From an optimization exercise on the open Yosys and OpenROAD flow, aimed at small area, a short achievable clock period and few clock cycles; shortcuts taken in it are not production practice. Where RTL was checked, it was by simulation tests only, not by an equivalence proof against the original. No activity file was given, so power comes from the tool's default toggle rates.

## vm_core
module vm_core (
    input  wire        clk,
    input  wire        rst,
    input  wire [15:0] code_len,
    input  wire [16:0] pool_len,
    output wire [15:0] imem_addr,
    input  wire [63:0] imem_data,
    output wire [15:0] cp_index,
    input  wire [1:0]  cp_kind,
    input  wire [63:0] cp_value,
    input  wire [15:0] cp_window,
    input  wire [15:0] cp_nret,
    output reg         emit_valid,
    output reg         emit_ret,
    output reg  [1:0]  emit_tag,
    output reg  [63:0] emit_data,
    output reg         halted,
    output reg  [2:0]  res_kind,
    output reg  [15:0] res_ip,
    output reg  [2:0]  res_depth
);
Size: about 19,000 cells after synthesis, about 2,300 flip-flops, about 170,000 um^2 of cells after synthesis.
clock: 28.0 ns
lec_check: 0
cap_margin: 40
core_margin: 2
core_utilization: 30
place_density: 0.45
slew_margin: 40
standard.sh (not shown) runs the stock make flow with config.mk's settings and CLKGATE_MAP_FILE= SYNTH_SCRIPT=/design/flow/synth_recipe.tcl, a recipe that flattens the netlist after the stock synthesis.
==> flow/flow/run.sh <==
#!/bin/bash
set -euo pipefail
bash standard.sh synth > synth.log 2>&1
bash standard.sh SETUP_SLACK_MARGIN=21 \
    "CTS_ARGS=-sink_clustering_enable -repair_clock_nets -dont_use_dummy_load -buf_list {sky130_fd_sc_hd__clkbuf_4 sky130_fd_sc_hd__clkbuf_8}" \
    finish > layout.log 2>&1
==> next run, changes <==
--- a/flow/design.v
+++ b/flow/design.v
@@ -148,14 +148,14 @@
     wire [63:0] sml = xge ? B : A;
     wire [10:0] eb  = (big[62:52] == 11'd0) ? 11'd1 : big[62:52];
     wire [10:0] es  = (sml[62:52] == 11'd0) ? 11'd1 : sml[62:52];
     wire [55:0] mb  = {(big[62:52] != 11'd0), big[51:0], 3'b000};
     wire [55:0] ms  = {(sml[62:52] != 11'd0), sml[51:0], 3'b000};
     wire [11:0] dexp = xge ? dab : dba;
-    wire [55:0] dsig  = Q[56] ? {Q[56:2], Q[1] | Q[0] | dst} : {Q[55:1], Q[0] | dst};
-    wire [13:0] dexpv = Q[56] ? E : (E - 14'd1);
+    wire [55:0] dsig  = Q[54] ? {Q[54:0], dst} : {Q[53:0], dst, 1'b0};
+    wire [13:0] dexpv = Q[54] ? E : (E - 14'd1);
     wire        dovf  = !dexpv[13] && (dexpv >= 14'd2047);
     wire        dlow  = dexpv[13] || (dexpv == 14'd0);
     wire [13:0] dsh   = 14'd1 - dexpv;
     wire        fa2     = (state == F_A2);
     wire [55:0] shr_in  = fa2 ? ms : dsig;
     wire        shr_big = fa2 ? (dexp > 12'd55) : (dsh > 14'd55);
@@ -211,12 +211,18 @@
     wire [113:0] sa1 = srt_apply(A[56:0], B[56:0], D, qsel[1], qsel[0]);
     wire [1:0]   q2  = srt_sel(sa1[113:57], sa1[56:0]);
     wire [113:0] sa2 = srt_apply(sa1[113:57], sa1[56:0], D, q2[1], q2[0]);
     wire [1:0]   q3  = srt_sel(sa2[113:57], sa2[56:0]);
     wire [113:0] sa3 = srt_apply(sa2[113:57], sa2[56:0], D, q3[1], q3[0]);
     wire [1:0]   q4  = srt_sel(sa3[113:57], sa3[56:0]);
+    wire [56:0]  w0_a = {4'd0, 1'b1, a[51:0]};
+    wire [56:0]  w0_A = {4'd0, 1'b1, A[51:0]};
+    wire [53:0]  d_b  = {1'b1, b[51:0], 1'b0};
+    wire [53:0]  d_B  = {1'b1, B[51:0], 1'b0};
+    wire [113:0] su_a = srt_apply(w0_a, 57'd0, d_b, 1'b1, 1'b0);
+    wire [113:0] su_A = srt_apply(w0_A, 57'd0, d_B, 1'b1, 1'b0);
     wire [3:0]  qv = ({4{qd[5]}} & 4'd4) - ({4{qd[4]}} & 4'd4) +
                      ({4{qd[3]}} & 4'd2) - ({4{qd[2]}} & 4'd2) +
                      ({4{qd[1]}} & 4'd1) - ({4{qd[0]}} & 4'd1);
     wire [3:0]  qv1 = qv - 4'd1;
     wire [57:0] q_next  = {(qv[3] ? QM[54:0] : Q[54:0]), qv[2:0]};
     wire [57:0] qm_next = {((qv[3] || qv == 4'd0) ? QM[54:0] : Q[54:0]), qv1[2:0]};
@@ -293,22 +299,22 @@
                     end else if (ex == 11'd0 || ey == 11'd0) begin
                         A <= a;
                         B <= b;
                         E <= 14'd0;
                         state <= (ex == 11'd0) ? D_SUBA : D_SUBB;
                     end else begin
-                        A  <= {11'd0, 1'b1, a[51:0]};    
-                        B  <= 64'd0;
-                        D  <= {1'b1, b[51:0], 1'b0};
+                        A  <= {7'd0, su_a[113:57]};
+                        B  <= {7'd0, su_a[56:0]};
+                        D  <= d_b;
                         Q  <= 64'd0;
                         QM <= {58{1'b1}};
-                        qd <= 6'd0;
-                        qsel <= 2'b10;    
+                        qd <= 6'b000010;   
+                        qsel <= srt_sel(su_a[113:57], su_a[56:0]);
                         E  <= {3'd0, ex} - {3'd0, ey} + 14'd1023;
                         sg <= d_sign;
-                        cnt <= 7'd18;
+                        cnt <= 7'd17;
                         state <= D_IT;
                     end
                 end
                 M_PREP: begin
                     if (is_mul) begin
                         if (lza >= lzb) begin
@@ -384,31 +390,31 @@
                     B[62:52] <= 11'd1;
                     B[51:0]  <= shl_out[51:0];
                     E <= E + {7'd0, lz1};
                     state <= D_SET;
                 end
                 D_SET: begin
-                    A  <= {11'd0, 1'b1, A[51:0]};
-                    B  <= 64'd0;
-                    D  <= {1'b1, B[51:0], 1'b0};
+                    A  <= {7'd0, su_A[113:57]};
+                    B  <= {7'd0, su_A[56:0]};
+                    D  <= d_B;
                     Q  <= 64'd0;
                     QM <= {58{1'b1}};
-                    qd <= 6'd0;
-                    qsel <= 2'b10;    
+                    qd <= 6'b000010;
+                    qsel <= srt_sel(su_A[113:57], su_A[56:0]);
                     E  <= E + {3'd0, A[62:52]} - {3'd0, B[62:52]} + 14'd1023;
                     sg <= A[63] ^ B[63];
-                    cnt <= 7'd18;
+                    cnt <= 7'd17;
                     state <= D_IT;
                 end
                 D_IT: begin
                     cnt <= cnt - 7'd1;
                     if (cnt == 7'd0) state <= D_F1;
                 end
                 D_F1: begin
                     Q[57:0] <= wneg ? qm_next : q_next;
-                    dlowq   <= (wneg ? qm_next[56] : q_next[56]) ? (E[13] || E == 14'd0)
+                    dlowq   <= (wneg ? qm_next[54] : q_next[54]) ? (E[13] || E == 14'd0)
                                                                : (E[13] || E == 14'd0 || E == 14'd1);
                     dst     <= wneg ? !wdzero : !wzero;
                     state   <= D_F2;
                 end
                 D_F2: begin
                     A[55:0] <= shr_out;
The new run produced a clean layout.
Wire length goes down by about 8%.
Setup slack gets worse by 0.23 ns.
Final area hardly moves.
Clock skew goes down by 0.044 ns.
Critical path depth goes down by 4.
Die area goes up by about 0.4%.
Total power goes down by about 5%.
No run of this note included a check of the RTL's function; only the layout flow was run.

---

Another version of the RTL of vm_core (not shown whole).
For scale: about 19000 cells after synthesis, ~2300 flip-flops, ~170000 sq um of cells after synthesis.
clock: 28.0 ns
lec_check: 0
cap_margin: 40
core_margin: 2
core_utilization: 34
place_density: 0.5
slew_margin: 40
Scripts as last shown in full above: flow/flow/run.sh
Testbench counts at the start, summed over its fixed seeds: cycles 96,154.
Change:
--- a/flow/design.v
+++ b/flow/design.v
@@ -628,21 +628,20 @@
     wire        r_usesQ = (op[7:4] == 4'h1 && op != 8'h15) || (op[7:4] == 4'h2) || (op[7:4] == 4'h3);
     wire        r_writes = (op == 8'h02) || (op[7:4] == 4'h1) || (op[7:4] == 4'h2) || (op[7:4] == 4'h3);
     wire        r_serial = (op == 8'h12 || op == 8'h13 || op == 8'h14 || op == 8'h20 ||
                             op == 8'h21 || op == 8'h50 || op == 8'h51);
     wire        au_pend = au_go || (au_busy && !au_wr);
     wire [15:0] au_pdst = au_go ? x_selW : au_dst;
     wire        r_rawP  = r_usesP && ((selP & au_pdst) != 16'd0);
     wire        r_rawQ  = r_usesQ && ((selQ & au_pdst) != 16'd0);
     wire        r_waw   = r_writes && ((selW & au_pdst) != 16'd0);
     wire        r_early = au_busy && au_soon && !au_go && !r_waw &&
-                          !(r_serial && (r_rawP || r_rawQ)) &&
                           !(op == 8'h50 || op == 8'h51) && !(is_jump && j_cond);
     wire        r_auhaz = au_pend && (r_serial || r_rawP || r_rawQ || r_waw) && !r_early;
     wire        r_haz   = (is_jump && j_cond && fwdP) || r_auhaz;
     wire xo_add = (x_op == 8'h10);
     wire xo_neg = (x_op == 8'h15);
     wire xo_flt = (x_op == 8'h31);
     wire [63:0] alu_x = xo_neg ? 64'd0 : (xo_flt ? {1'b0, x_a[62:0]} : x_a);
     wire [63:0] alu_y = xo_add ? x_b : (xo_neg ? ~x_a : (xo_flt ? ~{1'b0, x_b[62:0]} : ~x_b));
     wire [63:0] alu_s = alu_x + alu_y + {63'd0, !xo_add};
     wire        lt_res = (x_a[63] != x_b[63]) ? x_a[63] : alu_s[63];
@@ -679,21 +678,21 @@
                          x_op == 8'h20 || x_op == 8'h21);
     wire        au_go = xrun && xo_au;
     wire [2:0]  au_op = (x_op == 8'h12) ? 3'd0 : (x_op == 8'h13) ? 3'd1 :
                         (x_op == 8'h14) ? 3'd2 : {2'b10, x_op[0]};
     wire        x_wr  = xrun && (x_op == 8'h02 || x_op == 8'h10 || x_op == 8'h11 ||
                                  x_op == 8'h15 || x_op == 8'h30 || x_op == 8'h31);
     wire        au_done, au_soon;
     wire        au_wr = au_busy && au_done && !x_wr;
     vm_fpu u_au (
         .clk(clk), .rst(rst), .start(au_go), .hold(x_wr), .op(au_op),
-        .a(xr_a), .b(xr_b), .soon(au_soon), .done(au_done), .result(au_result)
+        .a(x_a), .b(x_b), .soon(au_soon), .done(au_done), .result(au_result)
     );
     reg [2:0] x_fault;
     always @(*) begin
         x_fault = 3'd0;
         if (!legal_op(x_op)) begin
             x_fault = F_DECODE;
         end else begin
             case (x_op)
                 8'h00: ;
                 8'h01: begin
After rerunning:
- total power decreases by 20%
- final area is higher by 0.89%
- fmax barely changes
- global-route usage rose by 1.9 points
- wire length increases by 4.4%
- hold slack is worse by 0.045 ns
- sequential power went down by about 1%
- count of clock-buffer cells in the layout went down by 7
Testbench counts after the change, summed over its fixed seeds: cycles 95,993.

## what the ideal ports hide
The results above use ideal ports. As a check the final layouts listed here were re-extracted and re-timed, cells and wires unchanged.
Step 1 assumes that a clkbuf_16 drives the clock port and a buf_2 every other input.
Step 2 also shifts input and output timing later by t, the mid clock arrival at the registers, as if the neighbouring blocks saw the same clock.
Three values: ideal, step 1, step 2; two values: the first two.
| run | shift t [ns] | setup slack, ns | worst setup path after step 2 | worst register clock-pin slew, ns |
|---|---|---|---|---|
| the first run of note 1 | 1.303 | 20.419 / 20.419 / 19.793 | input to register | 0.07 / 0.07 |
| the second run of note 1 | 1.284 | 20.193 / 20.193 / 19.752 | input to register | 0.07 / 0.07 |
| the first run of note 2 | 1.302 | 20.567 / 20.445 / 19.649 | input to register | 0.08 / 0.08 |
| the second run of note 2 | 1.296 | 20.552 / 20.426 / 19.720 | input to register | 0.08 / 0.08 |
After both steps setup and hold are still met in every run listed. For the first run of note 2, which loses most, drivers alone change the setup slack by -0.122 ns; drivers and shift together by -0.918 ns.
